From an optimization exercise on the open Yosys and OpenROAD flow, aimed at small area, a short achievable clock period and few clock cycles; shortcuts taken in it are not production practice. Where RTL was checked, it was by simulation tests only, not by an equivalence proof against the original. Function not checked in runs 2, 3 and 6: the RTL went through the layout flow alone. Power figures rest on the tool's default switching activity, not on a simulated workload.

`flow/run.sh`:
```
#!/bin/bash
# Standard ORFS layout, with timing repair aimed below the clock period so
# that the achieved period (clock period less setup slack) is short, and
# small port buffers.
set -euo pipefail
export SETUP_SLACK_MARGIN=8.5
export BUFFER_PORTS_ARGS="-buffer_cell sky130_fd_sc_hd__buf_1"
bash standard.sh > standard_flow.log 2>&1
```
`standard.sh`:
```
#!/bin/bash
# synth_recipe.tcl (not shown) runs the flow's synth.tcl, then flattens the netlist and writes it again
# the make line also repeats each setting of config.mk as NAME=value (left out here)
make -C /OpenROAD-flow-scripts/flow DESIGN_CONFIG=/design/flow/config.mk WORK_HOME=/design/flow/orfs CLKGATE_MAP_FILE= SYNTH_SCRIPT=/design/flow/synth_recipe.tcl "${@:-finish}"
```
`config.mk`:
```
export PLATFORM = sky130hd
export DESIGN_NAME = hspap
export DESIGN_NICKNAME = hspap
export VERILOG_FILES = /design/flow/design.v
export SDC_FILE = /design/flow/constraint.sdc
export NUM_CORES = 4
export LEC_CHECK = 0
export CAP_MARGIN = 20
export CORE_MARGIN = 2
export CORE_UTILIZATION = 40
export CTS_BUF_LIST = sky130_fd_sc_hd__clkbuf_4 sky130_fd_sc_hd__clkbuf_8
export PLACE_DENSITY = 0.6
export SLEW_MARGIN = 20
```
`constraint.sdc`:
```
create_clock -name core_clock -period 13.0 [get_ports {clk}]
set_input_delay 2.6000 -clock core_clock [delete_from_list [all_inputs] [get_ports {clk}]]
set_output_delay 2.6000 -clock core_clock [all_outputs]
set_load 0.01 [all_outputs]
```
`design.v`:
```
module hspap (
    input  wire        clk,
    input  wire        rst,           
    input  wire [31:0] cfg_ps,
    input  wire [31:0] cfg_ppc,
    input  wire [31:0] cfg_win,
    input  wire [31:0] cfg_wout,
    input  wire [31:0] cfg_rate,
    input  wire        cmd_valid,
    input  wire [31:0] cmd_code,
    output wire [7:0]  status,
    output wire [12:0] loop_width,
    output wire        rm_we,
    output wire        rm_bank,
    output wire [13:0] rm_addr,
    output wire [31:0] rm_wdata
);
    localparam ST_IDLE  = 2'd0;
    localparam ST_BUSY  = 2'd1;
    localparam ST_DONE  = 2'd2;
    localparam ST_ERROR = 2'd3;
    wire code_ok = (cmd_code[31:2] == 30'd0) && (cmd_code[1] ^ cmd_code[0]);
    wire ppc_hi0 = (cfg_ppc[31:4] == 28'd0);
    wire p1 = ppc_hi0 && (cfg_ppc[3:0] == 4'd1);
    wire p2 = ppc_hi0 && (cfg_ppc[3:0] == 4'd2);
    wire p4 = ppc_hi0 && (cfg_ppc[3:0] == 4'd4);
    wire p8 = ppc_hi0 && (cfg_ppc[3:0] == 4'd8);
    wire ppc_ok = p1 | p2 | p4 | p8;
    wire ps_ok = (cfg_ps[31:5] == 27'd0) && (cfg_ps[4:0] != 5'd0) &&
                 (!cfg_ps[4] || (cfg_ps[3:0] == 4'd0));
    wire w_ok = (cfg_win != 32'd0) && (cfg_wout != 32'd0);
    wire r_ok = (cfg_rate != 32'd0);
    wire q8 = cfg_ppc[3], q4 = cfg_ppc[2], q2 = cfg_ppc[1];
    wire big = (cfg_win[31:14] != 18'd0) || (cfg_wout[31:14] != 18'd0) ||
               (q8 ? ((cfg_win[13:0] > 14'd10240) || (cfg_wout[13:0] > 14'd10240))
                   : ((cfg_win[13:0] > 14'd7680)  || (cfg_wout[13:0] > 14'd7680)));
    reg [3:0] chk_code;
    always @(*) begin
        if (!code_ok)     chk_code = 4'd6;
        else if (!ppc_ok) chk_code = 4'd1;
        else if (!ps_ok)  chk_code = 4'd2;
        else if (!w_ok)   chk_code = 4'd3;
        else if (!r_ok)   chk_code = 4'd4;
        else if (big)     chk_code = 4'd5;
        else              chk_code = 4'd0;
    end
    wire        wgt  = (cfg_win[13:0] > cfg_wout[13:0]);
    wire [12:0] sw   = q8 ? {3'd0, cfg_win[13:3]} : q4 ? {2'd0, cfg_win[13:2]} : cfg_win[13:1];
    wire        rw   = q8 ? (cfg_win[2:0] != 3'd0) : q4 ? (cfg_win[1:0] != 2'd0) : cfg_win[0];
    wire [12:0] so   = q8 ? {3'd0, cfg_wout[13:3]} : q4 ? {2'd0, cfg_wout[13:2]} : cfg_wout[13:1];
    wire        ro   = q8 ? (cfg_wout[2:0] != 3'd0) : q4 ? (cfg_wout[1:0] != 2'd0) : cfg_wout[0];
    wire [12:0] cw   = sw + {12'd0, rw};
    wire [12:0] co   = so + {12'd0, ro};
    wire        q1   = !(q8 | q4 | q2);
    wire [12:0] lww  = q1 ? cfg_win[12:0]  : cw;
    wire [12:0] lwo  = q1 ? cfg_wout[12:0] : co;
    wire [12:0] lw_in = wgt ? lww : lwo;
    wire [1:0]  pk_in = {q8 | q4, q8 | q2};
    reg [1:0]  state;
    reg [3:0]  errcode;
    reg [12:0] lw;
    reg        bank;
    reg        we_r;       
    reg        sel_pa;     
    reg [12:0] cnt;        
    reg        cact;       
    reg [11:0] addr;
    reg [1:0]  pk;         
    reg [3:0]  sh;         
    reg [15:0] rl;         
    reg [13:0] rhc;        
    reg        rhf;        
    reg [15:0] frac;       
    reg [13:0] kc;
    reg        es, ep;
    reg [13:0] rem;        
    reg [2:0]  tap;
    reg [31:0] wr;
    reg [13:0] pa;
    wire busy = (state == ST_BUSY);
    wire        k0   = (kc == 14'd0);
    wire        k1   = (kc == 14'd1);
    wire        k2   = (kc == 14'd2);
    wire        zA   = es ? k1 : (k0 && !ep);
    wire        oneA = es ? k2 : ep ? k0 : k1;
    wire        emA  = zA && (rem != 14'd0);
    wire        tA   = !zA;
    wire [16:0] s1   = {1'b0, frac} + {1'b0, rl};
    wire [17:0] s2   = {2'b0, frac} + {1'b0, rl, 1'b0};
    wire        c1   = s1[16];
    wire        c2   = s2[17] | (s2[16] & ~c1);    
    wire [15:0] fA   = emA ? s1[15:0] : frac;
    wire        zE1  = c1 ? rhf : (rhc == 14'd0);   
    wire        zB   = tA ? oneA : emA ? zE1 : 1'b1;
    wire        remA1 = emA ? (rem[13:1] != 13'd0) : (rem != 14'd0);
    wire        emB  = zB && remA1;
    wire        tB   = !zB;
    wire [15:0] fB   = !emB ? fA : emA ? s2[15:0] : s1[15:0];
    wire        cI   = emA ? c2 : c1;
    reg  [13:0] kB;
    reg         esB, epB;
    always @(*) begin
        if (tA && tB) begin
            kB  = kc - (ep ? 14'd1 : 14'd2);
            esB = es;
            epB = 1'b0;
        end else if (emB) begin
            kB  = (cI & rhf) ? 14'd0 : rhc;
            esB = 1'b0;
            epB = cI & !rhf;
        end else if (emA && tB) begin
            kB  = rhc;
            esB = !c1;
            epB = 1'b0;
        end else begin
            kB  = 14'd0;
            esB = 1'b0;
            epB = 1'b0;
        end
    end
    wire [13:0] rem1 = rem - 14'd1;
    wire [13:0] rem2 = rem - 14'd2;
    wire [13:0] remB = (emA && emB) ? rem2 : (emA || emB) ? rem1 : rem;
    wire [2:0]  tap1 = tap + 3'd1;
    wire [2:0]  tap2 = tap + 3'd2;
    wire [2:0]  tapA = tA ? tap1 : tap;
    wire [2:0]  tapB = (tA && tB) ? tap2 : (tA || tB) ? tap1 : tap;
    wire [15:0] phA = frac >> sh;
    wire [15:0] phB = fA >> sh;
    reg [15:0] eA, eB;
    always @(*) begin
        case (pk)
            2'd0: begin
                eA = phA | {7'd0, emA, 8'd0};
                eB = phB | {7'd0, emB, 8'd0};
            end
            2'd1: begin
                eA = phA | {7'd0, emA, 1'b0, tapA[0], 6'd0};
                eB = phB | {7'd0, emB, 1'b0, tapB[0], 6'd0};
            end
            2'd2: begin
                eA = phA | {6'd0, emA, 1'b0, tapA[1:0], 6'd0};
                eB = phB | {6'd0, emB, 1'b0, tapB[1:0], 6'd0};
            end
            default: begin
                eA = phA | {5'd0, emA, 1'b0, tapA[2:0], 6'd0};
                eB = phB | {5'd0, emB, 1'b0, tapB[2:0], 6'd0};
            end
        endcase
    end
    wire [12:0] lwm1 = lw - 13'd1;
    reg  [12:0] cend;
    always @(*) begin
        case (pk)
            2'd0:    cend = {1'b0, lwm1[12:1]};
            2'd1:    cend = lwm1;
            2'd2:    cend = {lwm1[11:0], 1'b1};
            default: cend = {lwm1[10:0], 2'b11};
        endcase
    end
    wire        last   = (cnt == cend);
    wire        single = (pk == 2'd0) && last && lw[0];
    wire [1:0]  j = (pk == 2'd2) ? {1'b0, cnt[0]} : cnt[1:0];
    wire [15:0] eBs = single ? 16'd0 : eB;
    reg [31:0] wr_n;
    reg [13:0] pa_n;
    reg        we_n, sel_n;
    always @(*) begin
        wr_n  = wr;
        pa_n  = pa;
        we_n  = 1'b1;
        sel_n = 1'b0;
        case (pk)
            2'd0: wr_n = {eBs, eA};
            2'd1: wr_n = {16'd0, eA} | {7'd0, eB, 9'd0};
            2'd2: begin
                if (j == 2'd0) begin
                    wr_n  = {16'd0, eA} | {6'd0, eB, 10'd0};
                    we_n  = we_r;
                    sel_n = 1'b1;
                end else begin
                    wr_n = wr | {eA[11:0], 20'd0} | {eB[1:0], 30'd0};
                    pa_n = {10'd0, eA[15:12]} | eB[15:2];
                end
            end
            default: begin
                case (j)
                    2'd0: begin
                        wr_n = {16'd0, eA} | {5'd0, eB, 11'd0};
                        we_n = 1'b0;
                    end
                    2'd1: begin
                        wr_n = wr | {eA[9:0], 22'd0};
                        pa_n = {2'd0, ({6'd0, eA[15:10]} | {eB[10:0], 1'b0})};
                    end
                    2'd2: begin
                        wr_n = {({4'd0, eA} | {eB[8:0], 11'd0}), pa[11:0]};
                        pa_n = {7'd0, eB[15:9]};
                    end
                    default: begin
                        wr_n = {8'd0, {17'd0, pa[6:0]} | {6'd0, eA, 2'd0} | {eB[10:0], 13'd0}};
                    end
                endcase
            end
        endcase
    end
    assign rm_we      = we_r;
    assign rm_bank    = bank;
    assign rm_addr    = {addr, 2'b00};
    assign rm_wdata   = sel_pa ? {18'd0, pa} : wr;
    assign status     = {errcode, 2'b00, state};
    assign loop_width = lw;
    always @(posedge clk) begin
        if (rst) begin
            state   <= ST_IDLE;
            errcode <= 4'd0;
            lw      <= 13'd0;
            we_r    <= 1'b0;
        end else if (!busy) begin
            if (cmd_valid) begin
                if (chk_code != 4'd0) begin
                    state   <= ST_ERROR;
                    errcode <= chk_code;
                end else begin
                    state   <= ST_BUSY;
                    errcode <= 4'd0;
                    lw      <= lw_in;
                end
            end
        end else if (cact) begin
            we_r   <= we_n;
        end else if (pk == 2'd2 && we_r && !sel_pa) begin
            we_r   <= 1'b1;      
        end else begin
            we_r   <= 1'b0;
            state  <= ST_DONE;
        end
    end
    always @(posedge clk) begin
        frac <= busy ? fB : 16'd0;
        kc   <= busy ? kB : 14'd0;
        es   <= busy && esB;
        ep   <= busy && epB;
        rem  <= busy ? remB : cfg_wout[13:0];
        tap  <= busy ? tapB : 3'd0;
    end
    always @(posedge clk) begin
        if (!busy) begin
            bank   <= (cmd_code[1:0] == 2'd2);
            pk     <= pk_in;
            sh     <= 4'd0 - cfg_ps[3:0];
            rl     <= cfg_rate[15:0];
            rhc    <= (cfg_rate[31:30] != 2'd0) ? 14'h3fff : cfg_rate[29:16];
            rhf    <= (cfg_rate[31:16] == 16'hffff);
            cnt    <= 13'd0;
            cact   <= 1'b1;
            addr   <= 12'd0;
            sel_pa <= 1'b0;
        end else begin
            addr <= addr + {11'd0, we_r};
            if (cact) begin
                cnt    <= cnt + 13'd1;
                cact   <= !last;
                wr     <= wr_n;
                pa     <= pa_n;
                sel_pa <= sel_n;
            end else begin
                sel_pa <= 1'b1;
            end
        end
    end
endmodule
```
==> results of run 1 <==
-- through the flow --
step | cells | util | worst slack, ns
floorplan | 2023 | - | 8.33
global placement | 2692 | 0.438 | 7.30
detailed placement | 2692 | 0.438 | 7.27
CTS | 2728 | 0.451 | 8.48
global route | 2751 | 0.462 | 8.48
finish | 2751 | 0.462 | 8.59
-- worst min-delay path: cells and delay by family, from the launching register on --
family	cells	cell delay, ns
and+or+nand+nor	1	0.05
DFF	1	0.35
AOI/OAI and AO/OA	1	0.06
-- cell usage after synthesis, types with 37 or more instances --
master / instances
a21oi_1: 136
dfxtp_1: 81
ha_1: 60
clkbuf_1: 100
o21ai_0: 150
a211oi_1: 47
nand2_1: 216
mux2i_1: 73
inv_1: 58
nand3_1: 49
xor2_1: 43
nor2b_1: 37
nor3_1: 63
nor4_1: 65
xnor2_1: 54
edfxtp_1: 98
nor2_1: 187
-- metal layers --
layer  wire [um]  global-route usage  vias up
li1            -                   -     7987
met1       24500               0.353     8005
met2       28400               0.470      771
met3        4160              0.0421      137
met4        2560               0.128        0
met5           0                   0        -
-- cell families after synthesis --
logic type / after synthesis
AND/OR/NAND/NOR: 786
AO/OA/AOI/OAI: 597
buffers and inverters: 196
flip-flops: 179
multiplexers: 100
XOR/XNOR: 97
adder cells (fa/ha/maj): 63
other: 1
-- power by group --
group	internal (W)	switching [W]	total (W)
logic	0.000683	0.00124	0.00192
clock network	0.000180	0.000243	0.000423
registers	0.000702	0.0000986	0.000801
-- final cells by class --
class	count	area (um^2)
clock buffer	18	241
sequential	179	4570
antenna	2	5.00
timing repair buffer	303	1410
inverter	58	236
tap	525	657
multi-input combinational	1651	11000
clock inverter	14	168
fill	3920	21300
timing repair inverter	1	5.00
-- worst paths after layout --
path | to | depth (start not counted)
max | lw[1]$_SDFFE_PP0P_ | 14
min | kc[9]$_SDFF_PN0_ | 2
max reg2reg | wr[31]$_DFFE_PP_ | 14
min reg2reg | kc[9]$_SDFF_PN0_ | 2
-- repair_timing --
| action | in CTS | in global routing |
|---|---|---|
| endpoints found under the setup margin | 33 | 50 |
| pin swaps | 3 | 21 |
| setup buffers | 3 | 16 |
| resized for setup | 14 | 67 |
| gates cloned | 1 | 4 |
-- flip-flops by register name, summed over array words and instances (netlist names) --
name / count
addr: 12
bank: 1
cact: 1
cnt: 13
ep: 1
errcode: 3
es: 1
frac: 16
kc: 14
lw: 13
pa: 14
pk: 2
rem: 14
rhc: 14
rhf: 1
rl: 16
sel_pa: 1
sh: 4
state: 2
tap: 3
we_r: 1
wr: 32
==> results.cfg, run 1 <==
[status]
status = finished clean

[logic_synthesis]
synthCells = 2019
synthXorXnorAreaFrac = 0.0531
synth.top_cell.area_share = 0.184
ys.flop_type = edfxtp_1
ys_async_sr_fraction = 0
yosysTopAreaCell = edfxtp_1
synth.area.mux_share = 0.0692
synth-edff-count = 98
yosys_warnings = 1
synth-seq-cells = 179
ys_top_cells_by_area = edfxtp_1 (18%), dfxtp_1 (10%), nand2_1 (5.1%)
mappedNetlistArea_mm2 = 0.0160
synth_fa_ha_area_frac = 0.0507
avgSynthCellArea_um2 = 7.92
synth_compound_gate_area_share = 0.246
synth_top_family_by_area = compound AO/OA/AOI/OAI gates
ys_types = 95
yosys.area_share.simple = 0.245
ys_seq_area_frac = 0.285

[routing]
via_per_inst = 6.14
vias = 16900
ant_nets = 0
wire_per_inst_um = 21.7
drcViolationCount = 0
drt-initial-drc-count = 1506
dr.pass1.iters = 6
wl_mm = 59.6

[sta]
setup_tns_ns = 0
setup_viol = 0
fmax_mhz = 227
min_period_ns = 4.41
whs_ns = 0.476
rsz0062_at_grt = yes
relSlewSlack = 0.278
fin_skew_ns = 0.0208
finalCritPeriodShare = 0.339
drv_slew = 0
tightest_slew_ns = 1.08
hold_viol_final = 0

[worst_setup_path]
crit_required_ns = 13.44
crit_path_top_delay_cell = o21ai_4
cp_cell_sequence = buf_4 > inv_12 > ha_4 > nor2b_1 > o21a_1 > o21a_1 > o21a_1 > o21ai_1 > a21oi_1 > o21ai_4 > buf_4 > mux4_2 > mux2i_1 > nor2_1
crit_buf_inv = 3
cp_common_cell = o21a_1
max_stage_delay_ns = 0.28
critPathMaxFanout = 7
arrival_ns = 4.85
setup.worst_path.start_class = input pin
cp_top_family = compound AO/OA/AOI/OAI gates
rr_startpoint = rl[0]$_DFFE_PN_
crit_path_start = cfg_wout[1]
crit_type = input pin to flop
r2r_slack_ns = 8.63
end_kind = flop

[clock_tree]
clk_pin_slew_ns = 0.11
cts-buffers-inserted = 17
cts_buffer_depth = 2
htreeDepth = 4
cts_tree = yes
clkSinkCount = 179
clk_latency_ns = 0.54
cts_root_buffer = clkbuf_8
postCtsHoldBufs = 0

[power_and_ir_drop]
ir_worst_vdd_v = 0.000131
p_per_area_mw_per_mm2 = 172
total_power_w = 0.00314
leakagePower_nw = 6.67

[floorplan]
num_rows = 73
die_x_um = 204
coreArea_mm2 = 0.0395
chipHeight_um = 204
start_util = 0.404
die_area_mm2 = 0.0416
pin_count = 264

[place]
place_congestion = 0.950
portBuffers = 258
dpl_cell_area_mm2 = 0.0173
dpl.hpwl_mm = 43.6

[finish]
stdcell_area_mm2 = 0.0183
layout_commonest_cell = buf_1
nNetsFinal = 2469
area_growth_pct = 14.3
final_cell_mix = buf_1 (240), nand2_1 (213), nor2_1 (184), o21ai_0 (142), a21oi_1 (132)
drive_above_1_share = 0.0949

[grt]
grt_max_degree = 72
overflow = 0
grt_pass1_wl_mm = 90.7
grt_pass1_vias = 15900
grt_util_all_layers = 0.280
antenna_found_initial = 2

[worst_hold_path]
min_from = rhc[9]$_SDFFCE_PP1N_
hold_path.class = flop to flop

[flow_run]
maxCapViolCount = 0
Testbench counts, summed over its fixed seeds: cycles 16,847.
==> run 2, diff against run 1 <==
--- a/design.v
+++ b/design.v
@@ -246,4 +246,7 @@
     end
     always @(posedge clk) begin
+        wr <= wr_n;
+    end
+    always @(posedge clk) begin
         if (!busy) begin
             bank   <= (cmd_code[1:0] == 2'd2);
@@ -259,8 +262,7 @@
         end else begin
             addr <= addr + {11'd0, we_r};
+            cnt  <= cnt + 13'd1;     
             if (cact) begin
-                cnt    <= cnt + 13'd1;
                 cact   <= !last;
-                wr     <= wr_n;
                 pa     <= pa_n;
                 sel_pa <= sel_n;
==> results.cfg, run 2 <==
[logic_synthesis]
synth.top_cell.area_share = 0.168
synthTopCellsByCount = nor2_1 (207), nand2_1 (202), a21oi_1 (145)
synthCells = 1977
ys.flop_type = dfxtp_1
yosysTopAreaCell = edfxtp_1
yosys_warnings = 1
ys_async_sr_fraction = 0
ys_seq_area_frac = 0.284
ys_top_cells_by_area = edfxtp_1 (17%), dfxtp_1 (12%), mux2i_1 (5.2%)
synth-edff-count = 88
synth-seq-cells = 179
avgSynthCellArea_um2 = 7.95
yosysMostFrequentCell = nor2_1
ys_types = 107
mappedNetlistArea_mm2 = 0.0157

[sta]
hold_viol_final = 0
fin_skew_ns = 0.0206
rsz0062_at_grt = yes
tightest_slew_ns = 1.03
relSlewSlack = 0.315
fmax_mhz = 199
setup_viol = 0
setup_tns_ns = 0
whs_ns = 0.508
min_period_ns = 5.03
worst_slack_ns = 7.97
finalCritPeriodShare = 0.387
drv_slew = 0

[routing]
dr.pass1.iters = 5
via_per_inst = 6.08
ant_nets = 0
wire_per_inst_um = 21.6
drt-initial-drc-count = 1410
wl_mm = 59.1
drcViolationCount = 0
vias = 16700

[worst_setup_path]
end_kind = flop
r2r_cells = 13
critPathMaxFanout = 11
setup.worst_path.start_class = input pin
arrival_ns = 5.45
crit_type = input pin to flop
crit_required_ns = 13.42

[finish]
top_regs = wr (32), frac (16), rl (16)
multi_input_area_mm2 = 0.0110
area_growth_pct = 16.9
nNetsFinal = 2462
drive_above_1_share = 0.120
stdcell_area_mm2 = 0.0184
final_cell_mix = buf_1 (237), nor2_1 (204), nand2_1 (198), a21oi_1 (139), dfxtp_1 (91)
largest_reg_flops = 32
layout_commonest_cell = buf_1
nFillCells = 3886
seqCellArea_mm2 = 0.00446
regMostFlops = wr

[grt]
grt_max_degree = 76
grt_pass1_vias = 15800
grt_pass1_wl_mm = 90.5
antenna_found_initial = 5
overflow = 0
grt_util_all_layers = 0.281

[floorplan]
chipHeight_um = 202
die_x_um = 202
die_area_mm2 = 0.0409
start_util = 0.406
num_rows = 72
pin_count = 264
coreArea_mm2 = 0.0387

[clock_tree]
postCtsHoldBufs = 0
cts_buffer_depth = 2
cts_root_buffer = clkbuf_8
htreeDepth = 4
clkSinkCount = 179
clk_pin_slew_ns = 0.10
cts-buffers-inserted = 17
clk_latency_ns = 0.52
cts_tree = yes

[power_and_ir_drop]
ir_worst_vdd_v = 0.000157
leakagePower_nw = 6.79
p_per_area_mw_per_mm2 = 184

[worst_hold_path]
hold_depth = 2
hold_path.class = flop to flop

[place]
portBuffers = 258
place_ws_ns = 6.65
dpl.hpwl_mm = 43.7
place_congestion = 0.950
dpl_cell_area_mm2 = 0.0171

[status]
status = finished clean

[flow_run]
maxCapViolCount = 0
## run 2: changes by cell type after synthesis, moves of 10 or more
cell,before,now
o21ai_1,3,34
nor2_1,187,207
dfxtp_1,81,91
o21ai_0,150,98
edfxtp_1,98,88
nand2b_1,20,10
nor3_1,63,52
clkbuf_1,100,89
nand2_1,216,202
o22ai_1,17,32
## run 2: layer usage
metal | part of all wire | global-route usage | wire length, um
met3 | 0.064 | 0.0371 | 3790
met1 | 0.41 | 0.350 | 24100
met2 | 0.48 | 0.480 | 28500
met4 | 0.046 | 0.133 | 2690
met5 | 0 | 0 | 0
## run 2: logic make-up after synthesis
kind of cell / count (synthesis) / synth area share
multiplexers: 106 / 0.0744
flip-flops: 179 / 0.284
adder cells (fa/ha/maj): 63 / 0.0516
XOR/XNOR: 104 / 0.0579
buffers and inverters: 193 / 0.0495
AND/OR/NAND/NOR: 759 / 0.241
other: 1 / 0.000239
AO/OA/AOI/OAI: 572 / 0.242
## run 2: cell type report
cell class,instances,share of cell area
clock buffers,17,0.0127
multi-input cells,1611,0.598
repair buffers,328,0.0895
flip-flops and latches,179,0.243
well taps,518,0.0353
inverters,67,0.0140
clock inverters,15,0.00715
diodes,5,0.000681
## run 2: per-stage QoR
stage | util | instances | power [W]
global placement | 0.442 | 2653 | 0.00278
CTS | 0.461 | 2705 | 0.00326
finish | 0.474 | 2740 | 0.00338
floorplan | - | 1981 | 0.00222
detailed placement | 0.442 | 2653 | 0.00280
global route | 0.474 | 2740 | 0.00358
## run 2: path summary, 6_finish.rpt
path                                          start                   to  slack [ns]
worst max-delay path                     cfg_ppc[2]  lw[11]$_SDFFE_PP0P_        7.97
worst min-delay path            addr[11]$_SDFF_PN0_  addr[11]$_SDFF_PN0_        0.51
worst max register to register      rl[0]$_DFFE_PN_     wr[12]$_DFFE_PP_        8.58
worst min register to register  addr[11]$_SDFF_PN0_  addr[11]$_SDFF_PN0_        0.51
## run 2: power breakdown
| group | switching [W] | internal (W) |
|---|---|---|
| sequential | 0.000109 | 0.000718 |
| combinational | 0.00137 | 0.000792 |
| clock | 0.000247 | 0.000142 |
| total | 0.00172 | 0.00165 |
## run 2: what timing repair did
action / in CTS / in global routing
cloned: 4 / 1
hold endpoints to repair: 0 / 0
resized for setup: 43 / 70
buffers inserted: 16 / 29
pin swaps: 13 / 26
endpoints found under the setup margin: 41 / 39
## run 2: worst max-delay path, stage by stage
cell and delay [ns]:
clkbuf_16 0.15, mux2i_1 0.11, o21ai_1 0.19, nand2_1 0.10, or3_4 0.34, or2_1 0.24
or3_4 0.38, or4b_4 0.48, o2111a_1 0.16, o311ai_2 0.30, o311ai_2 0.15, o31ai_1 0.24
==> run 3, diff against run 2 <==
--- a/flow/run.sh
+++ b/flow/run.sh
@@ -4,5 +4,5 @@
 # small port buffers.
 set -euo pipefail
-export SETUP_SLACK_MARGIN=8.5
+export SETUP_SLACK_MARGIN=8.6
 export BUFFER_PORTS_ARGS="-buffer_cell sky130_fd_sc_hd__buf_1"
 bash standard.sh > standard_flow.log 2>&1
==> results.cfg, run 3 <==
[sta]
rsz0062_at_grt = yes
fmax_mhz = 199
hold_viol_final = 0
relSlewSlack = 0.308
finalCritPeriodShare = 0.386
setup_viol = 0
tightest_slew_ns = 1.04
setup_tns_ns = 0
min_period_ns = 5.02
fin_skew_ns = 0.0287
whs_ns = 0.504
drv_slew = 0

[worst_setup_path]
arrival_ns = 5.43
crit_required_ns = 13.41
end_kind = flop
setup.worst_path.start_class = input pin
critPathMaxFanout = 8
crit_type = input pin to flop

[power_and_ir_drop]
p_int_w = 0.00167
clockPowerShare = 0.115
p_per_area_mw_per_mm2 = 183
combPwrFrac = 0.643
seqPwrFrac = 0.242
switching_share = 0.508
leakagePower_nw = 6.88
ir_worst_vdd_v = 0.000131
total_power_w = 0.00340
power_switching_w = 0.00173

[logic_synthesis]
mappedNetlistArea_mm2 = 0.0157
yosysMostFrequentCell = nor2_1
ys_async_sr_fraction = 0
ys_seq_area_frac = 0.284
ys_types = 107
avgSynthCellArea_um2 = 7.95
ys.flop_type = dfxtp_1
yosysTopAreaCell = edfxtp_1
yosys_warnings = 1
synth.top_cell.area_share = 0.168
synthCells = 1977
synth-edff-count = 88
synthTopCellsByCount = nor2_1 (207), nand2_1 (202), a21oi_1 (145)
ys_top_cells_by_area = edfxtp_1 (17%), dfxtp_1 (12%), mux2i_1 (5.2%)
synth-seq-cells = 179

[grt]
grt_util_all_layers = 0.282
overflow = 0
grt_pass1_wl_mm = 90.9
grt_max_degree = 74
antenna_found_initial = 2
grt_pass1_vias = 15800

[flow_run]
maxCapViolCount = 0

[clock_tree]
cts-buffers-inserted = 17
cts_buffer_depth = 2
clk_pin_slew_ns = 0.10
postCtsHoldBufs = 0
cts_tree = yes
htreeDepth = 4
clk_latency_ns = 0.52
cts_root_buffer = clkbuf_8
clkSinkCount = 179

[routing]
wl_mm = 59.8
via_per_inst = 6.18
vias = 17000
dr.pass1.iters = 5
wire_per_inst_um = 21.8
drcViolationCount = 0
ant_nets = 0
drt-initial-drc-count = 1642

[floorplan]
start_util = 0.406
pin_count = 264
coreArea_mm2 = 0.0387
die_x_um = 202
num_rows = 72
die_area_mm2 = 0.0409
chipHeight_um = 202

[finish]
stdcell_area_mm2 = 0.0186
regMostFlops = wr
drive_above_1_share = 0.131
area_growth_pct = 18.5
final_cell_mix = buf_1 (236), nor2_1 (200), nand2_1 (198), a21oi_1 (137), dfxtp_1 (91)
stdcell_count = 2745
nNetsFinal = 2470
largest_reg_flops = 32
layout_commonest_cell = buf_1
top_regs = wr (32), frac (16), rl (16)

[place]
dpl_cell_area_mm2 = 0.0172
dpl.hpwl_mm = 43.2
place_congestion = 0.949
placedCellCount = 2657
portBuffers = 258

[status]
status = finished clean

[worst_hold_path]
hold_path.class = flop to flop
## run 3: cell types whose count changed in the layout (fill, tap and decap cells not counted), moves of 4 or more
cell and change:
buf_6 +12, buf_2 +6, buf_4 -6, clkbuf_2 -5
nor2_1 -4
## run 3: area by class of cell
cell class / count / area (um^2)
fill: 3833 / 20100
multi-input combinational: 1612 / 11100
tap: 518 / 648
sequential: 179 / 4460
antenna: 2 / 5.00
timing repair buffer: 335 / 1800
clock inverter: 13 / 114
inverter: 67 / 256
clock buffer: 19 / 262
## run 3: what timing repair did
action                     in CTS  in global routing
setup endpoints to repair      50                 60
resized for setup              77                 79
setup buffers                  35                 13
cloned                          4                  2
pin swaps                      23                 26
## run 3: path summary, 6_finish.rpt
path	slack (ns)	to	cells after the start	start
min reg2reg	0.50	addr[11]$_SDFF_PN0_	2	addr[11]$_SDFF_PN0_
max reg2reg	8.73	pa[0]$_DFFE_PP_	11	kc[6]$_SDFF_PN0_
max	7.98	lw[11]$_SDFFE_PP0P_	12	cfg_win[5]
min	0.50	addr[11]$_SDFF_PN0_	2	addr[11]$_SDFF_PN0_
## run 3: metal layers
metal | track usage | part of all wire | vias up
met5 | 0 | 0 | -
met3 | 0.0403 | 0.078 | 163
met1 | 0.359 | 0.40 | 8007
met2 | 0.478 | 0.48 | 920
li1 | - | - | 7867
met4 | 0.119 | 0.044 | 0
## run 3: power by group through the flow
stage / registers [W] / clock network, W / logic, W
after global routing: 0.000837 / 0.000420 / 0.00235
after floorplan: 0.000796 / 0 / 0.00142
after detailed placement: 0.000833 / 0 / 0.00196
after global placement: 0.000830 / 0 / 0.00194
after CTS: 0.000821 / 0.000401 / 0.00206
final: 0.000824 / 0.000391 / 0.00219
## run 3: stage by stage
stage           util  setup WS [ns]
2_1_floorplan      -           7.51
3_3_place_gp   0.443           6.79
3_5_place_dp   0.443           6.72
4_1_cts        0.469           7.95
5_1_grt        0.481           7.91
6_report       0.481           7.98
## run 3: kinds of logic (layout without fill, tap and decap cells)
kind of cell	Yosys count	count (layout)	share of synthesized area
multiplexers	106	106	0.0744
flip-flops	179	179	0.284
XOR/XNOR	104	104	0.0579
AO/OA/AOI/OAI	572	574	0.242
adder cells (fa/ha/maj)	63	63	0.0516
other	1	7	0.000239
AND/OR/NAND/NOR	759	760	0.241
buffers and inverters	193	434	0.0495
## run 3: critical path, cell delays in order
cell      delay (ns)
buf_2           0.20
mux2i_1         0.14
o21ai_2         0.21
nand2_2         0.10
or3_4           0.35
or2_4           0.24
or3_4           0.39
or4b_4          0.48
o2111a_1        0.15
o311ai_2        0.21
o311ai_1        0.13
o31ai_1         0.22
==> run 4, diff against run 3 <==
--- a/design.v
+++ b/design.v
@@ -246,7 +246,4 @@
     end
     always @(posedge clk) begin
-        wr <= wr_n;
-    end
-    always @(posedge clk) begin
         if (!busy) begin
             bank   <= (cmd_code[1:0] == 2'd2);
@@ -262,7 +259,8 @@
         end else begin
             addr <= addr + {11'd0, we_r};
-            cnt  <= cnt + 13'd1;     
             if (cact) begin
+                cnt    <= cnt + 13'd1;
                 cact   <= !last;
+                wr     <= wr_n;
                 pa     <= pa_n;
                 sel_pa <= sel_n;
--- a/flow/run.sh
+++ b/flow/run.sh
@@ -4,5 +4,5 @@
 # small port buffers.
 set -euo pipefail
-export SETUP_SLACK_MARGIN=8.6
+export SETUP_SLACK_MARGIN=8.5
 export BUFFER_PORTS_ARGS="-buffer_cell sky130_fd_sc_hd__buf_1"
 bash standard.sh > standard_flow.log 2>&1
--- a/config.mk
+++ b/config.mk
@@ -6,8 +6,8 @@
 export NUM_CORES = 4
 export LEC_CHECK = 0
-export CAP_MARGIN = 20
+export CAP_MARGIN = 5
 export CORE_MARGIN = 2
 export CORE_UTILIZATION = 40
 export CTS_BUF_LIST = sky130_fd_sc_hd__clkbuf_4 sky130_fd_sc_hd__clkbuf_8
 export PLACE_DENSITY = 0.6
-export SLEW_MARGIN = 20
+export SLEW_MARGIN = 5
==> results.cfg, run 4 <==
[power_and_ir_drop]
p_per_area_mw_per_mm2 = 173
total_power_w = 0.00314
leakagePower_nw = 6.63
ir_worst_vdd_v = 0.000130

[place]
place_congestion = 0.950
dpl.hpwl_mm = 43.6
dpl_cell_area_mm2 = 0.0173
portBuffers = 258
placedCellCount = 2692

[sta]
rsz0062_at_grt = no
whs_ns = 0.478
drv_slew = 0
min_period_ns = 4.41
setup_tns_ns = 0
setup_viol = 0
fin_skew_ns = 0.0200
hold_viol_final = 0
tightest_slew_ns = 1.11
finalCritPeriodShare = 0.339
relSlewSlack = 0.260
fmax_mhz = 227

[worst_hold_path]
hold_path.class = flop to flop

[logic_synthesis]
synth-edff-count = 98
synthTopCellsByCount = nand2_1 (216), nor2_1 (187), o21ai_0 (150)
avgSynthCellArea_um2 = 7.92
ys_types = 95
ys_seq_area_frac = 0.285
yosysMostFrequentCell = nand2_1
synth.top_cell.area_share = 0.184
mappedNetlistArea_mm2 = 0.0160
ys_async_sr_fraction = 0
ys.flop_type = edfxtp_1
synthCells = 2019
yosysTopAreaCell = edfxtp_1
yosys_warnings = 1
ys_top_cells_by_area = edfxtp_1 (18%), dfxtp_1 (10%), nand2_1 (5.1%)
synth-seq-cells = 179

[grt]
gr-usage-met3 = 0.0421
grt_pass1_vias = 15900
top_usage_layer = met2
overflow = 0
grt_util_all_layers = 0.280
grt_use_met2 = 0.470
grt_pass1_wl_mm = 90.7
antenna_found_initial = 2
met1_usage = 0.353
grt_max_degree = 72

[routing]
wire_per_inst_um = 21.6
drcViolationCount = 0
vias = 16900
wl_mm = 59.4
dr.pass1.iters = 7
via_per_inst = 6.15
ant_nets = 0
drt-initial-drc-count = 1512

[clock_tree]
cts_buffer_depth = 2
cts_tree = yes
clk_latency_ns = 0.54
clk_pin_slew_ns = 0.11
htreeDepth = 4
postCtsHoldBufs = 0
clkSinkCount = 179
cts-buffers-inserted = 17
cts_root_buffer = clkbuf_8

[worst_setup_path]
crit_buf_inv = 2
crit_required_ns = 13.40
crit_path_top_delay_cell = o21ai_4
critPathMaxFanout = 7
crit_type = input pin to flop
cp_cell_sequence = clkbuf_2 > ha_4 > nor2b_1 > o21a_1 > o21a_1 > o21a_1 > o21ai_1 > a21oi_1 > o21ai_4 > buf_4 > mux4_2 > mux2i_1 > nor2_1
cp_top_family = compound AO/OA/AOI/OAI gates
cp_common_cell = o21a_1
arrival_ns = 4.81
setup.worst_path.start_class = input pin
max_stage_delay_ns = 0.27
end_kind = flop

[finish]
layout_commonest_cell = buf_1
nFillCells = 3931
stdcell_area_mm2 = 0.0181
nNetsFinal = 2465
largest_reg_flops = 32
final_cell_mix = buf_1 (240), nand2_1 (213), nor2_1 (185), o21ai_0 (143), a21oi_1 (134)
drive_above_1_share = 0.0892
top_regs = wr (32), frac (16), rl (16)
area_growth_pct = 13.5
stdcell_count = 2748
regMostFlops = wr

[flow_run]
maxCapViolCount = 0

[floorplan]
die_area_mm2 = 0.0416
pin_count = 264
coreArea_mm2 = 0.0395
start_util = 0.404
die_x_um = 204
chipHeight_um = 204
num_rows = 73

[status]
status = finished clean
run 4: cells by family (layout without fill, tap and decap cells):
logic type / after synthesis / count (layout) / share of synthesized area
AO/OA/AOI/OAI: 597 / 598 / 0.246
XOR/XNOR: 97 / 97 / 0.0531
adder cells (fa/ha/maj): 63 / 63 / 0.0507
buffers and inverters: 196 / 391 / 0.0495
flip-flops: 179 / 179 / 0.285
multiplexers: 100 / 100 / 0.0692
other: 1 / 8 / 0.000235
AND/OR/NAND/NOR: 786 / 787 / 0.245
run 4: area by class of cell:
| class | count | area [um^2] | area share |
|---|---|---|---|
| Timing Repair Buffer | 300 | 1350 | 0.0746 |
| Antenna cell | 3 | 7.51 | 0.000414 |
| Multi-Input combinational cell | 1650 | 10900 | 0.601 |
| Clock inverter | 14 | 168 | 0.00924 |
| Timing Repair inverter | 1 | 5.00 | 0.000276 |
| Clock buffer | 18 | 241 | 0.0133 |
| Tap cell | 525 | 657 | 0.0362 |
| Inverter | 58 | 236 | 0.0130 |
| Sequential cell | 179 | 4570 | 0.252 |
run 4: metrics by stage:
step	worst slack (ns)	util
after floorplan	8.33	-
after global placement	7.30	0.438
after detailed placement	7.27	0.438
after CTS	8.48	0.451
after global routing	8.48	0.459
final	8.59	0.459
run 4: layer usage:
layer,routed length (um),vias up
met5,0,-
li1,-,7980
met2,28200,753
met3,4170,131
met1,24400,8036
met4,2680,0
run 4: timing repair:
action                                  CTS  global route
endpoints found under the hold margin     0             0
resized for setup                        14            55
pin swaps                                 3            11
buffers inserted                          3            15
cloned                                    1             2
endpoints found under the setup margin   33            50
run 4: worst min-delay path: cells and delay by family (launching register included):
kind	cells	cell delay, ns
flip-flops	1	0.35
AO/OA/AOI/OAI	1	0.06
AND/OR/NAND/NOR	1	0.05
run 4: path summary, 6_finish.rpt:
| path | slack [ns] | endpoint | startpoint | depth (start not counted) |
|---|---|---|---|---|
| max | 8.59 | lw[1]$_SDFFE_PP0P_ | cfg_win[1] | 13 |
| min | 0.48 | kc[9]$_SDFF_PN0_ | rhc[9]$_SDFFCE_PP1N_ | 2 |
| max reg2reg | 8.63 | wr[31]$_DFFE_PP_ | rl[0]$_DFFE_PN_ | 14 |
| min reg2reg | 0.48 | kc[9]$_SDFF_PN0_ | rhc[9]$_SDFFCE_PP1N_ | 2 |
run 4: power by group:
part	switching (W)	internal, W
clock	0.000242	0.000180
sequential	0.0000988	0.000702
combinational	0.00124	0.000681
Testbench counts of run 4, summed over its fixed seeds: cycles 16,847.
==> run 5, diff against run 4 <==
--- a/config.mk
+++ b/config.mk
@@ -6,8 +6,8 @@
 export NUM_CORES = 4
 export LEC_CHECK = 0
-export CAP_MARGIN = 5
+export CAP_MARGIN = 10
 export CORE_MARGIN = 2
 export CORE_UTILIZATION = 40
 export CTS_BUF_LIST = sky130_fd_sc_hd__clkbuf_4 sky130_fd_sc_hd__clkbuf_8
 export PLACE_DENSITY = 0.6
-export SLEW_MARGIN = 5
+export SLEW_MARGIN = 10
==> results.cfg, run 5 <==
[finish]
final_cell_mix = buf_1 (240), nand2_1 (213), nor2_1 (185), o21ai_0 (143), a21oi_1 (134)
regMostFlops = wr
area_growth_pct = 13.5
drive_above_1_share = 0.0892
stdcell_count = 2748
stdcell_area_mm2 = 0.0181
top_regs = wr (32), frac (16), rl (16)
nNetsFinal = 2465
layout_commonest_cell = buf_1
largest_reg_flops = 32

[logic_synthesis]
ys_async_sr_fraction = 0
ys_types = 95
synth-seq-cells = 179
ys_top_cells_by_area = edfxtp_1 (18%), dfxtp_1 (10%), nand2_1 (5.1%)
yosysTopAreaCell = edfxtp_1
synth-edff-count = 98
mappedNetlistArea_mm2 = 0.0160
ys_seq_area_frac = 0.285
ys.flop_type = edfxtp_1
yosys_warnings = 1
avgSynthCellArea_um2 = 7.92
synthCells = 2019
synthTopCellsByCount = nand2_1 (216), nor2_1 (187), o21ai_0 (150)
yosysMostFrequentCell = nand2_1
synth.top_cell.area_share = 0.184

[floorplan]
die_x_um = 204
coreArea_mm2 = 0.0395
chipHeight_um = 204
num_rows = 73
pin_count = 264
die_area_mm2 = 0.0416
start_util = 0.404

[sta]
drv_slew = 0
finalCritPeriodShare = 0.339
min_period_ns = 4.41
relSlewSlack = 0.260
setup_viol = 0
hold_viol_final = 0
fin_skew_ns = 0.0200
rsz0062_at_grt = no
tightest_slew_ns = 1.11
setup_tns_ns = 0
fmax_mhz = 227

[routing]
vias = 16900
wire_per_inst_um = 21.6
wl_mm = 59.4
routed-wl-met3_mm = 4.17
via_per_inst = 6.15
drt-initial-drc-count = 1512
wl_met2_mm = 28.2
drcViolationCount = 0
top_layer_used = met4
ant_nets = 0
wl_met1_mm = 24.4
dr.pass1.iters = 7

[place]
portBuffers = 258
placedCellCount = 2692
dpl.hpwl_mm = 43.6
place_congestion = 0.950
dpl_cell_area_mm2 = 0.0173

[worst_setup_path]
crit_required_ns = 13.40
crit_type = input pin to flop
end_kind = flop
critPathMaxFanout = 7
setup.worst_path.start_class = input pin
arrival_ns = 4.81

[clock_tree]
cts_buffer_depth = 2
htreeDepth = 4
postCtsHoldBufs = 0
clk_latency_ns = 0.54
clk_pin_slew_ns = 0.11
cts_root_buffer = clkbuf_8
clkSinkCount = 179
cts_tree = yes
cts-buffers-inserted = 17

[grt]
overflow = 0
grt_util_all_layers = 0.280
antenna_found_initial = 2
grt_max_degree = 72
grt_pass1_vias = 15900
grt_pass1_wl_mm = 90.7

[power_and_ir_drop]
leakagePower_nw = 6.63
total_power_w = 0.00314
ir_worst_vdd_v = 0.000130
p_per_area_mw_per_mm2 = 173

[worst_hold_path]
hold_path.class = flop to flop

[status]
status = finished clean

[flow_run]
maxCapViolCount = 0
## run 5: cell counts in the layout (fill, tap and decap cells not counted)
Identical to the previous run, type by type.
## run 5: repair_timing
action / in CTS / in global routing
cloned: 1 / 2
endpoints found under the hold margin: 0 / 0
gates resized for setup: 14 / 55
pin swaps: 3 / 11
endpoints found under the setup margin: 33 / 50
buffers inserted: 3 / 15
## run 5: final cells by class
type	instances	area (um^2)
Tap cell	525	657
Fill cell	3931	21400
Sequential cell	179	4570
Antenna cell	3	7.51
Multi-Input combinational cell	1650	10900
Inverter	58	236
Timing Repair inverter	1	5.00
Timing Repair Buffer	300	1350
Clock buffer	18	241
Clock inverter	14	168
## run 5: through the flow
stage | util | worst slack, ns | hold slack [ns]
2_1_floorplan | - | 8.33 | 0.444
3_3_place_gp | 0.438 | 7.30 | 0.467
3_5_place_dp | 0.438 | 7.27 | 0.467
4_1_cts | 0.451 | 8.48 | 0.480
5_1_grt | 0.459 | 8.48 | 0.528
6_report | 0.459 | 8.59 | 0.478
## run 5: routing by layer
| metal | global-route usage | vias up |
|---|---|---|
| li1 | - | 7980 |
| met1 | 0.353 | 8036 |
| met2 | 0.470 | 753 |
| met3 | 0.0421 | 131 |
| met4 | 0.128 | 0 |
| met5 | 0 | - |
## run 5: path summary, 6_finish.rpt
path / startpoint / depth (start not counted) / slack, ns / end
max: cfg_win[1] / 13 / 8.59 / lw[1]$_SDFFE_PP0P_
min reg2reg: rhc[9]$_SDFFCE_PP1N_ / 2 / 0.48 / kc[9]$_SDFF_PN0_
max reg2reg: rl[0]$_DFFE_PN_ / 14 / 8.63 / wr[31]$_DFFE_PP_
min: rhc[9]$_SDFFCE_PP1N_ / 2 / 0.48 / kc[9]$_SDFF_PN0_
## run 5: critical path: stages
cell	delay [ns]
clkbuf_2	0.18
ha_4	0.22
nor2b_1	0.12
o21a_1	0.18
o21a_1	0.17
o21a_1	0.18
o21ai_1	0.13
a21oi_1	0.11
o21ai_4	0.27
buf_4	0.17
mux4_2	0.27
mux2i_1	0.14
nor2_1	0.05
## run 5: report_power, final
group / total [W] / switching [W] / leakage, nW / internal (W)
clock: 0.000422 / 0.000242 / 0.213 / 0.000180
combinational: 0.00192 / 0.00124 / 4.82 / 0.000681
sequential: 0.000801 / 0.0000988 / 1.60 / 0.000702
## run 5: cells by family (layout without fill, tap and decap cells)
group	count (synthesis)	after routing	synth area share
mux	100	100	0.0692
buf+inv	196	391	0.0495
compound gates	597	598	0.246
flops	179	179	0.285
other cells	1	8	0.000235
simple gates	786	787	0.245
xor+xnor	97	97	0.0531
fa+ha+maj	63	63	0.0507
==> run 6, diff against run 5 <==
--- a/design.v
+++ b/design.v
@@ -45,11 +45,16 @@
         else              chk_code = 4'd0;
     end
-    wire        wgt  = (cfg_win[13:0] > cfg_wout[13:0]);
+    wire        wgt;
+    wire [13:0] wgt_s;
+    hspap_ksadd #(.N(14)) u_cmp (.a(cfg_win[13:0]), .b(~cfg_wout[13:0]), .ci(1'b0),
+                                 .s(wgt_s), .co(wgt));
     wire [12:0] sw   = q8 ? {3'd0, cfg_win[13:3]} : q4 ? {2'd0, cfg_win[13:2]} : cfg_win[13:1];
     wire        rw   = q8 ? (cfg_win[2:0] != 3'd0) : q4 ? (cfg_win[1:0] != 2'd0) : cfg_win[0];
     wire [12:0] so   = q8 ? {3'd0, cfg_wout[13:3]} : q4 ? {2'd0, cfg_wout[13:2]} : cfg_wout[13:1];
     wire        ro   = q8 ? (cfg_wout[2:0] != 3'd0) : q4 ? (cfg_wout[1:0] != 2'd0) : cfg_wout[0];
-    wire [12:0] cw   = sw + {12'd0, rw};
-    wire [12:0] co   = so + {12'd0, ro};
+    wire [12:0] cw, co;
+    wire        cw_c, co_c;
+    hspap_ksadd #(.N(13)) u_cw (.a(sw), .b(13'd0), .ci(rw), .s(cw), .co(cw_c));
+    hspap_ksadd #(.N(13)) u_co (.a(so), .b(13'd0), .ci(ro), .s(co), .co(co_c));
     wire        q1   = !(q8 | q4 | q2);
     wire [12:0] lww  = q1 ? cfg_win[12:0]  : cw;
@@ -86,6 +91,10 @@
     wire        emA  = zA && (rem != 14'd0);
     wire        tA   = !zA;
-    wire [16:0] s1   = {1'b0, frac} + {1'b0, rl};
-    wire [17:0] s2   = {2'b0, frac} + {1'b0, rl, 1'b0};
+    wire [16:0] s1;
+    wire [17:0] s2;
+    hspap_ksadd #(.N(16)) u_s1 (.a(frac), .b(rl), .ci(1'b0), .s(s1[15:0]), .co(s1[16]));
+    hspap_ksadd #(.N(16)) u_s2 (.a({1'b0, frac[15:1]}), .b(rl), .ci(1'b0),
+                                .s(s2[16:1]), .co(s2[17]));
+    assign s2[0] = frac[0];
     wire        c1   = s1[16];
     wire        c2   = s2[17] | (s2[16] & ~c1);    
@@ -271,2 +280,32 @@
     end
 endmodule
+module hspap_ksadd #(parameter N = 16) (
+    input  wire [N-1:0] a,
+    input  wire [N-1:0] b,
+    input  wire         ci,
+    output wire [N-1:0] s,
+    output wire         co
+);
+    localparam L = $clog2(N + 1);
+    localparam M = N + 1;
+    wire [(L+1)*M-1:0] g;
+    wire [(L+1)*M-1:0] p;
+    assign g[M-1:0] = {a & b, ci};
+    assign p[M-1:0] = {a ^ b, 1'b0};
+    genvar l, i;
+    generate
+        for (l = 0; l < L; l = l + 1) begin : lv
+            for (i = 0; i < M; i = i + 1) begin : bt
+                if (i >= (1 << l)) begin : cmb
+                    assign g[(l+1)*M+i] = g[l*M+i] | (p[l*M+i] & g[l*M+i-(1<<l)]);
+                    assign p[(l+1)*M+i] = p[l*M+i] & p[l*M+i-(1<<l)];
+                end else begin : pass
+                    assign g[(l+1)*M+i] = g[l*M+i];
+                    assign p[(l+1)*M+i] = p[l*M+i];
+                end
+            end
+        end
+    endgenerate
+    assign s  = p[M-1:1] ^ g[L*M+N-1:L*M];
+    assign co = g[L*M+N];
+endmodule
--- a/flow/run.sh
+++ b/flow/run.sh
@@ -4,5 +4,5 @@
 # small port buffers.
 set -euo pipefail
-export SETUP_SLACK_MARGIN=8.5
+export SETUP_SLACK_MARGIN=9
 export BUFFER_PORTS_ARGS="-buffer_cell sky130_fd_sc_hd__buf_1"
 bash standard.sh > standard_flow.log 2>&1
--- a/config.mk
+++ b/config.mk
@@ -6,8 +6,8 @@
 export NUM_CORES = 4
 export LEC_CHECK = 0
-export CAP_MARGIN = 10
+export CAP_MARGIN = 20
 export CORE_MARGIN = 2
 export CORE_UTILIZATION = 40
 export CTS_BUF_LIST = sky130_fd_sc_hd__clkbuf_4 sky130_fd_sc_hd__clkbuf_8
 export PLACE_DENSITY = 0.6
-export SLEW_MARGIN = 10
+export SLEW_MARGIN = 20
==> results.cfg, run 6 <==
[status]
status = finished clean

[finish]
seqCellArea_mm2 = 0.00459
regMostFlops = wr
top_regs = wr (32), frac (16), rl (16)
layout_commonest_cell = nor2_1
stdcell_count = 2894
nFillCells = 3939
largest_reg_flops = 32
multi_input_area_mm2 = 0.0124
final_cell_mix = nor2_1 (206), buf_1 (205), nand2_1 (194), o21ai_0 (122), a21oi_1 (104)
drive_above_1_share = 0.198
area_growth_pct = 26.3
nNetsFinal = 2603

[logic_synthesis]
yosysMostFrequentCell = nor2_1
synthCells = 2095
synth.area.mux_share = 0.0677
synthTopCellsByCount = nor2_1 (217), nand2_1 (198), o21ai_0 (147)
synth-edff-count = 98
ys_top_cells_by_area = edfxtp_1 (18%), dfxtp_1 (9.9%), nor2_1 (5.0%)
ys.flop_type = edfxtp_1
synth_compound_gate_area_share = 0.263
synthXorXnorAreaFrac = 0.0517
ys_async_sr_fraction = 0
synth.top_cell.area_share = 0.179
synth_top_family_by_area = compound AO/OA/AOI/OAI gates
yosysTopAreaCell = edfxtp_1
ys_seq_area_frac = 0.278
mappedNetlistArea_mm2 = 0.0164
synth_fa_ha_area_frac = 0.0470
ys_types = 90
avgSynthCellArea_um2 = 7.85
yosys.area_share.simple = 0.244
yosys_warnings = 1
synth-seq-cells = 179

[worst_setup_path]
cp_common_cell = o21a_1
crit_type = input pin to flop
setup.worst_path.start_class = input pin
r2r_cells = 11
critPathMaxFanout = 3
crit_path_top_delay_cell = mux4_2
end_kind = flop
arrival_ns = 4.99
cp_cell_sequence = buf_12 > clkinv_8 > ha_4 > and3b_1 > o21a_1 > o21a_1 > o21a_1 > o21ai_2 > nand3b_1 > a211oi_4 > buf_4 > mux4_2 > mux2i_1 > nor2_1
max_stage_delay_ns = 0.50
crit_required_ns = 13.40

[sta]
hold_viol_final = 0
min_period_ns = 4.59
whs_ns = 0.480
setup_tns_ns = 0
fin_skew_ns = 0.0235
relSlewSlack = 0.317
finalCritPeriodShare = 0.353
setup_viol = 0
fmax_mhz = 218
drv_slew = 0
rsz0062_at_grt = yes
tightest_slew_ns = 1.02

[clock_tree]
clk_pin_slew_ns = 0.10
clk_latency_ns = 0.53
cts_tree = yes
cts-buffers-inserted = 17
clkSinkCount = 179
cts_root_buffer = clkbuf_8
htreeDepth = 4
cts_buffer_depth = 2

[power_and_ir_drop]
p_per_area_mw_per_mm2 = 194
total_power_w = 0.00402
ir_worst_vdd_v = 0.000139
leakagePower_nw = 7.45

[place]
portBuffers = 258
place_congestion = 0.946
dpl.hpwl_mm = 46.6
placedCellCount = 2772

[floorplan]
chipHeight_um = 207
die_area_mm2 = 0.0427
pin_count = 264
start_util = 0.404
coreArea_mm2 = 0.0407
die_x_um = 207
num_rows = 74

[routing]
wire_per_inst_um = 22.8
ant_nets = 0
dr.pass1.iters = 5
wl_mm = 66.1
via_per_inst = 6.32
drt-initial-drc-count = 1983
vias = 18300
drcViolationCount = 0

[grt]
overflow = 0
grt_pass1_vias = 17000
grt_util_all_layers = 0.301
antenna_found_initial = 1
grt_max_degree = 79
grt_pass1_wl_mm = 98.9

[worst_hold_path]
hold_path.class = flop to flop
hold_depth = 2

[flow_run]
maxCapViolCount = 0
==> run 6: cell types whose count changed after synthesis, moves of 7 or more <==
cell,previous run,this run
nand2_1,216,198
nor2_1,187,217
nand3_1,49,67
clkbuf_1,100,122
a21oi_1,136,122
buf_2,11,3
a211oi_1,47,63
a31oi_1,23,38
mux2i_1,73,64
o31ai_1,17,10
==> run 6: critical path: cells and delay by family <==
family,cells,cell delay [ns]
mux,2,0.65
compound gates,5,0.92
fa+ha+maj,1,0.19
simple gates,3,0.33
buf+inv,3,0.30
==> run 6: through the flow <==
step | area [um^2] | utilization | setup WS [ns]
after global routing | 20800 | 0.510 | 8.35
after floorplan | 16700 | - | 8.09
after global placement | 17900 | 0.440 | 7.16
final | 20800 | 0.510 | 8.41
after detailed placement | 17900 | 0.440 | 7.11
after CTS | 19700 | 0.483 | 8.44
==> run 6: kinds of logic after synthesis <==
family                   Yosys count
adder cells (fa/ha/maj)           60
other                              1
AO/OA/AOI/OAI                    639
XOR/XNOR                          97
multiplexers                      96
AND/OR/NAND/NOR                  816
flip-flops                       179
buffers and inverters            207
==> run 6: worst paths after layout <==
kind,from,slack [ns],end
worst max-delay path,cfg_wout[1],8.41,lw[0]$_SDFFE_PP0P_
worst min-delay path,errcode[0]$_SDFFE_PP0P_,0.48,errcode[0]$_SDFFE_PP0P_
worst max register to register,rl[10]$_DFFE_PN_,8.95,wr[28]$_DFFE_PP_
worst min register to register,errcode[0]$_SDFFE_PP0P_,0.48,errcode[0]$_SDFFE_PP0P_
==> run 6: final cells by class <==
cell class,instances,area share
flip-flops and latches,179,0.221
clock buffers,17,0.0113
multi-input cells,1714,0.599
repair inverters,1,0.000362
clock inverters,15,0.00663
diodes,1,0.000121
inverters,62,0.0124
repair buffers,373,0.117
well taps,532,0.0321
==> run 6: report_power, final <==
| part | switching, W | internal, W |
|---|---|---|
| registers | 0.000103 | 0.000706 |
| clock network | 0.000244 | 0.000140 |
| logic | 0.00171 | 0.00112 |
| total | 0.00206 | 0.00197 |
==> run 6: what timing repair did <==
action	CTS	global route
pin swaps	32	59
resized for setup	226	178
buffers inserted	40	41
hold buffers	0	0
cloned	8	0
endpoints found under the setup margin	114	107
==> run 6: metal layers <==
layer  vias to the layer above  track usage  wire (um)  part of all wire
met4                         0        0.136       2790             0.042
met1                      8685        0.388      27000              0.41
met5                         -            0          0                 0
met3                       163       0.0455       4940             0.075
li1                       8456            -          -                 -
met2                       974        0.497      31300              0.47

[re-timing with driven ports]
Ports are ideal in the flow. The routed layouts listed here were re-timed in OpenROAD. Step 1 sets driving cells, clkbuf_16 on the clock port and buf_2 on the other inputs (assumed; they add their load-dependent delay and slew). Step 2 adds t to the input delays and takes it off the output delays; t is the mean of the earliest and latest rising clock arrival at the registers after step 1. Input paths then give back, and output paths get back, about the clock's delay inside the block. a / b / c = ideal ports / drivers / drivers and shift; a / b = the first two.
run	t, ns	setup WS [ns]	worst slew at a driven data input, ns
run 1	0.579	8.594 / 8.618 / 8.044	0.14
run 2	0.553	7.968 / 7.931 / 7.378	0.17
run 3	0.548	7.985 / 7.987 / 7.438	0.12
run 4	0.583	8.591 / 8.611 / 8.028	0.13
run 5	0.583	8.591 / 8.611 / 8.028	0.13
run 6	0.566	8.409 / 8.391 / 7.825	0.13
After both steps setup and hold are still met in every run listed. The setup slack of run 2, which loses most, moves by -0.037 ns with the drivers and by -0.590 ns with both steps.
